This design comes from an exercise in tuning for small area, a short achievable clock period and few clock cycles on the open sky130 flow, not from production work. RTL that was checked went through simulation tests only; none was proved equivalent to the original. Power is estimated from default activity; no workload was simulated.

Design cfc, start of the top module:
module cfc (
    input  wire         clk,
    input  wire         rst,            
    input  wire         cmd_valid,
    output wire         cmd_ready,
    input  wire [7:0]   cmd_word,
    input  wire         cmd_fmt,        
    input  wire [31:0]  cmd_id,         
    input  wire         cmd_rtr,
    input  wire [3:0]   cmd_dlc,
    input  wire [3:0]   cmd_len,
    input  wire [63:0]  cmd_data,
    input  wire [7:0]   cmd_mode,       
    input  wire [103:0] cmd_image,      
    input  wire [7:0]   cmd_byte,       
    input  wire [31:0]  cmd_cls,        
    input  wire [7:0]   cmd_index,      
    output wire         rsp_valid,
    output wire [3:0]   rsp_result,
    output wire         rsp_frame_some,
    output wire         rsp_fmt,
    output wire [28:0]  rsp_id,
    output wire         rsp_rtr,
    output wire [3:0]   rsp_dlc,
    output reg  [63:0]  rsp_data,
    output wire [103:0] rsp_image,
    output reg  [12:0]  rsp_image_wr,
    output wire [11:0]  rsp_status,
    output wire [7:0]   rsp_mode,
    output wire         rsp_ecc_cap_some,
    output wire [7:0]   rsp_ecc_cap,
    output wire         rsp_alc_cap_some,
    output wire [7:0]   rsp_alc_cap,
    output wire [1:0]   rsp_ecc_errc,
    output wire         rsp_ecc_dir,
    output wire [4:0]   rsp_ecc_seg,
    output wire [4:0]   rsp_ecc_name,
    output wire [4:0]   rsp_alc_bitno,
    output wire [1:0]   rsp_alc_field,
    output wire [4:0]   rsp_alc_idbit,
    output wire [1:0]   rsp_cls,
    output wire [7:0]   rsp_byte,
    output wire         ev_valid,
    output reg  [1:0]   ev_kind,        
    output wire [11:0]  ev_status,
    output wire         ev_completed,
    output wire         cs,
    output wire         bus_req,
    output reg          bus_we,
    output reg  [6:0]   bus_addr,
    output reg  [7:0]   bus_wdata,
    input  wire         bus_ready,
    input  wire [7:0]   bus_rdata,
    input  wire         bus_noresp,
    output wire         reset_pulse
);
Settings: LEC_CHECK=0, ABC_AREA=1, CAP_MARGIN=20, CORE_MARGIN=2, CORE_UTILIZATION=40, SETUP_SLACK_MARGIN=5, SLEW_MARGIN=20; clock period 8.0 ns.
standard.sh (not shown) runs the stock make flow with config.mk's settings and CLKGATE_MAP_FILE= SYNTH_SCRIPT=/design/flow/synth_recipe.tcl, a recipe that flattens the netlist after the stock synthesis.
==> flow/flow/run.sh <==
#!/bin/bash
# Layout flow: the standard flow (standard.sh, unchanged synthesis),
# with the port buffers made of sky130_fd_sc_hd__buf_2 cells and the timing
# repair aiming at a setup slack margin of 5.15 ns.
set -o pipefail
export BUFFER_PORTS_ARGS="-buffer_cell sky130_fd_sc_hd__buf_2"
sed 's/SETUP_SLACK_MARGIN=[0-9.]*/SETUP_SLACK_MARGIN=5.15/' standard.sh > standard_m.sh
bash standard_m.sh > standard.log 2>&1
The first run completed with no timing, DRC or antenna violations.
Next try:
==> flow/flow/run.sh (replaced) <==
#!/bin/bash
# Layout flow: the standard flow (standard.sh, unchanged synthesis),
# with the port buffers made of sky130_fd_sc_hd__buf_2 cells.
set -o pipefail
export BUFFER_PORTS_ARGS="-buffer_cell sky130_fd_sc_hd__buf_2"
bash standard.sh > standard.log 2>&1
Effect:
- core utilization drops by 1.1 points
- non-clock buffer count drops by 9
- power climbs by about 0.8%
- cell area drops by about 2%
- setup slack gains 0.12 ns
- first-iteration DRC count drops by about 4%
- clock skew climbs by 0.0095 ns
- clock power climbs by about 4%
- global-route usage drops by 0.58 points
Function was not checked in any run of this note: the RTL went through the layout flow alone.


== onyx ==
cfc, a different RTL version from the one above (not shown whole).
Size: ~200 flip-flops, roughly 620 I/O pins.
clock: 8.0 ns
lec_check: 0
cap_margin: 20
core_margin: 2
core_utilization: 40
setup_slack_margin: 5
slew_margin: 20
==> flow/flow/run.sh <==
#!/bin/bash
# Layout flow: the standard flow (standard.sh, unchanged synthesis),
# with the port buffers made of sky130_fd_sc_hd__buf_2 cells.
set -o pipefail
export BUFFER_PORTS_ARGS="-buffer_cell sky130_fd_sc_hd__buf_2"
bash standard.sh > standard.log 2>&1
--- input diff onyx..willow ---
- swapping 5 for 4.5 in SETUP_SLACK_MARGIN
==> comparison <==
[compare] base=onyx new=willow: critical path's largest stage delay increased by 0.13 ns relative to the old numbers, wire length decreased by 2500 microns relative to the old numbers, worst-skew pair later-pin latency closely matched the old numbers.
No functional check of the RTL was part of any run of this note.


Another version of the RTL of cfc (not shown whole).
Size: about 2,100 cells after synthesis, roughly 620 I/O pins, roughly 0.015 sq mm of cells after synthesis.
==> flow/config.mk <==
export PLATFORM = sky130hd
export DESIGN_NAME = cfc
export DESIGN_NICKNAME = cfc
export VERILOG_FILES = /design/flow/design.v
export SDC_FILE = /design/flow/constraint.sdc
export NUM_CORES = 4
export LEC_CHECK = 0
export ABC_AREA = 1
export CAP_MARGIN = 20
export CORE_MARGIN = 2
export CORE_UTILIZATION = 40
export SETUP_SLACK_MARGIN = 5
export SLEW_MARGIN = 20
export TNS_END_PERCENT = 10
==> flow/constraint.sdc <==
create_clock -name core_clock -period 8.0 [get_ports {clk}]
set_input_delay 1.6000 -clock core_clock [delete_from_list [all_inputs] [get_ports {clk}]]
set_output_delay 1.6000 -clock core_clock [all_outputs]
set_load 0.01 [all_outputs]
Scripts as last shown in full above: flow/flow/run.sh
The first run completed with no timing, DRC or antenna violations.
Testbench counts at the start, summed over its fixed seeds: cycles 93,800.
Then changed:
--- a/flow/config.mk
+++ b/flow/config.mk
@@ -10,5 +10,5 @@
 export CORE_MARGIN = 2
 export CORE_UTILIZATION = 40
+export CTS_BUF_LIST = sky130_fd_sc_hd__clkbuf_4 sky130_fd_sc_hd__clkbuf_8
 export SETUP_SLACK_MARGIN = 5
 export SLEW_MARGIN = 20
-export TNS_END_PERCENT = 10
After rerunning: The changed run passed the timing, DRC and antenna checks. Final area came out higher by about 3%. Power came out lower by about 1.4%. Maximum frequency came out higher by about 5%. Routed wire length came out higher by about 4%. Synthesized area stays the same.
Then changed:
--- a/flow/config.mk
+++ b/flow/config.mk
@@ -10,5 +10,5 @@
 export CORE_MARGIN = 2
 export CORE_UTILIZATION = 40
-export CTS_BUF_LIST = sky130_fd_sc_hd__clkbuf_4 sky130_fd_sc_hd__clkbuf_8
+export PLACE_DENSITY = 0.7
 export SETUP_SLACK_MARGIN = 5
 export SLEW_MARGIN = 20
After rerunning: The new run passed the timing, DRC and antenna checks. Power drops by 0.79%. Clock skew climbs by 0.011 ns. Clock power barely changes. Worst setup slack is worse by 0.022 ns. Cell count drops by 1.6%. Critical path depth does not change. Routed wire length drops by 4.2%. Core utilization drops by 0.80 points. Die area does not change.
Then changed:
--- a/flow/config.mk
+++ b/flow/config.mk
@@ -10,5 +10,5 @@
 export CORE_MARGIN = 2
 export CORE_UTILIZATION = 40
-export PLACE_DENSITY = 0.7
+export GPL_TIMING_DRIVEN = 0
 export SETUP_SLACK_MARGIN = 5
 export SLEW_MARGIN = 20
Effect: The changed run finished with timing, DRC and antenna clean. Via count increases by 9.0%. Sequential power stays flat. Setup slack gets worse by 0.24 ns. Power grows by 6.6%.


cfc, a different RTL version from the one above (not shown whole).
Size: ~1900 cells after synthesis, ~620 I/O pins, roughly 16000 um2 of cells after synthesis.
clock: 8.0 ns
lec_check: 0
abc_clock_period_in_ps: 1500
cap_margin: 20
core_margin: 2
core_utilization: 40
setup_slack_margin: 5
slew_margin: 20
Scripts as last shown in full above: flow/flow/run.sh
Change:
Settings changed: ABC_CLOCK_PERIOD_IN_PS 1500 to unset.
The changed run finished with timing, DRC and antenna clean.
Synthesized area is unchanged.
Hold slack is unchanged.
Cell area does not change.
Register-to-register slack hardly moves.
Routed wire length does not change.
Count of clock-buffer cells in the layout does not change.
Total power is unchanged.
Worst setup slack stays the same.
Final cell count does not change.
Critical path depth does not change.
No run of this note included a check of the RTL's function; only the layout flow was run.


## oak
cfc, a different RTL version from the one above (not shown whole).
For scale: ~2000 cells after synthesis, roughly 16000 µm² of cells after synthesis.
export LEC_CHECK = 0
export CAP_MARGIN = 20
export CORE_MARGIN = 2
export CORE_UTILIZATION = 40
export SETUP_SLACK_MARGIN = 5
export SLEW_MARGIN = 20
create_clock -name core_clock -period 8.0 [get_ports {clk}]
==> flow/flow/run.sh <==
#!/bin/bash
# Layout flow: the standard flow (standard.sh, unchanged synthesis),
# with the port buffers made of sky130_fd_sc_hd__buf_2 cells and the timing
# repair aiming at a setup slack margin of 5.5 ns.
set -o pipefail
export BUFFER_PORTS_ARGS="-buffer_cell sky130_fd_sc_hd__buf_2"
sed 's/SETUP_SLACK_MARGIN=[0-9.]*/SETUP_SLACK_MARGIN=5.5/' standard.sh > standard_m.sh
bash standard_m.sh > standard.log 2>&1
Testbench counts of oak, summed over its fixed seeds: cycles 93,800.
## Diff of input files: pine against oak
Settings: SETUP_SLACK_MARGIN: 5 -> 4.5.
==> flow/flow/run.sh <==
#!/bin/bash
# Layout flow: the standard flow (standard.sh, unchanged synthesis),
# with the port buffers made of sky130_fd_sc_hd__buf_2 cells.
set -o pipefail
export BUFFER_PORTS_ARGS="-buffer_cell sky130_fd_sc_hd__buf_2"
bash standard.sh > standard.log 2>&1
[summary]
oak: done, clean on timing, DRC and antenna
pine did not stop at any stage, and its layout met the timing, DRC and antenna checks.
Total of cells resized after clock tree synthesis (lower): pine
Going from oak to pine, worst setup margin decreased by 470 ps relative to the old numbers; portion of the clock cycle consumed by the worst path in the final layout shows an increase of 5.9 points.
Setup changes, pine to birch
Settings: changing SETUP_SLACK_MARGIN from 4.5 to 5; setting ABC_AREA to 1 for the first time; setting CTS_BUF_LIST to sky130_fd_sc_hd__clkbuf_4 sky130_fd_sc_hd__clkbuf_8 for the first time.
==> run notes <==
For pine, the critical path capture point was img_b[35]$_DFFE_PP_, unlike birch, where it was cmd_ready.
pine -> birch: die footprint decreased slightly
When the final numbers for pine and birch were put side by side, the hold slack turned out to be smaller in pine.
Looking only at design area, and setting everything else aside, the higher value of pine and birch goes to birch.
#### Input delta (maple over birch)
Settings: clearing CTS_BUF_LIST, which used to be sky130_fd_sc_hd__clkbuf_4 sky130_fd_sc_hd__clkbuf_8; clearing ABC_AREA, which used to be 1.
--- outcome ---
- maple vs birch: minimum clock period after layout up in maple
- Changes observed in maple relative to birch: fraction of final layout cells with drive strength greater than 1 increased by 7.5 points relative to the old numbers; largest fanout on the critical path went up 8; iteration count of the initial detailed-routing pass fell 2; number of ordinary and repair buffers in the finished layout saw a decrease; routed wire length down 15%.
- Final cycle utilization of the critical path: maple and birch compared, higher one is maple
- The fraction of power spent switching nets of maple falls short of that of birch by 2.0 points.
- Looking at maple and birch, the sequential share of cell area is a wash.
Changes in cedar relative to maple:
Settings: ABC_AREA: unset -> 1.
==> comparison <==
Looking at main combinational cell family by area after synthesis, the compound AO/OA/AOI/OAI gates result is from maple; the simple AND/OR/NAND/NOR gates one comes from cedar.
Looking at maximum cell stage delay along the critical path across maple and cedar, the one that comes out higher is maple.
Compared with maple, cedar is hungrier on power.
Diff maple and cedar: remaining max-slew budget at the tightest pin higher in cedar
Row non-clock buffer count: cedar higher / maple lower
Compared with maple, cedar shows area after synthesis that has gone down slightly.
Changes observed in cedar relative to maple: cell area increased 0.95%; half-perimeter wire length after detailed placement now sits higher; fraction of the core area covered by cells at the end of the flow rose 0.70 points.
The slew at the pin closest to its max-slew limit number comes out lower for cedar vs maple.

-- separate check: timing with driven ports --
How much do the figures lean on ideal ports? The routed layouts below were timed once more, with nothing changed but the port constraints.
Step 1 (the two cells are an assumption about what drives the block):
set clk [get_ports {clk}]
set_driving_cell -lib_cell sky130_fd_sc_hd__clkbuf_16 $clk
set_driving_cell -lib_cell sky130_fd_sc_hd__buf_2 [delete_from_list [all_inputs] $clk]
Step 2 adds t to the input delays and takes it off the output delays; t is the mean of the earliest and latest rising clock arrival at the registers after step 1. Input paths then give back, and output paths get back, about the clock's delay inside the block.
a / b / c = ideal / step 1 / step 2; a / b = the first two.
run	t (ns)	setup WS [ns]	slew at the worst register clock pin (ns)	worst data-port slew with drivers (ns)
the first run of note 1	0.622	4.889 / 4.829 / 4.463	0.07 / 0.07	0.11
the second run of note 1	0.633	5.011 / 4.955 / 4.498	0.07 / 0.07	0.10
onyx	0.577	4.532 / 4.479 / 4.256	0.07 / 0.07	0.09
willow	0.583	4.522 / 4.472 / 3.966	0.07 / 0.07	0.09
the first run of note 3	0.597	4.854 / 4.818 / 4.286	0.07 / 0.07	0.09
the second run of note 3	0.621	5.002 / 4.952 / 4.417	0.07 / 0.07	0.14
the third run of note 3	0.599	4.980 / 4.927 / 4.422	0.07 / 0.07	0.13
the fourth run of note 3	0.602	4.737 / 4.682 / 4.411	0.07 / 0.07	0.16
the first run of note 4	0.600	4.893 / 4.840 / 4.385	0.07 / 0.07	0.08
the second run of note 4	0.600	4.893 / 4.840 / 4.385	0.07 / 0.07	0.08
oak	0.601	4.994 / 4.999 / 4.411	0.07 / 0.07	0.21
pine	0.587	4.524 / 4.499 / 3.961	0.07 / 0.07	0.09
birch	0.659	4.963 / 4.911 / 4.411	0.07 / 0.07	0.14
maple	0.594	4.932 / 4.878 / 4.371	0.07 / 0.07	0.09
cedar	0.621	4.986 / 4.929 / 4.443	0.07 / 0.07	0.14
After both steps every run listed still meets setup and hold. The setup slack of the second run of note 3, which loses most, moves by -0.050 ns with the drivers and by -0.585 ns with both steps.
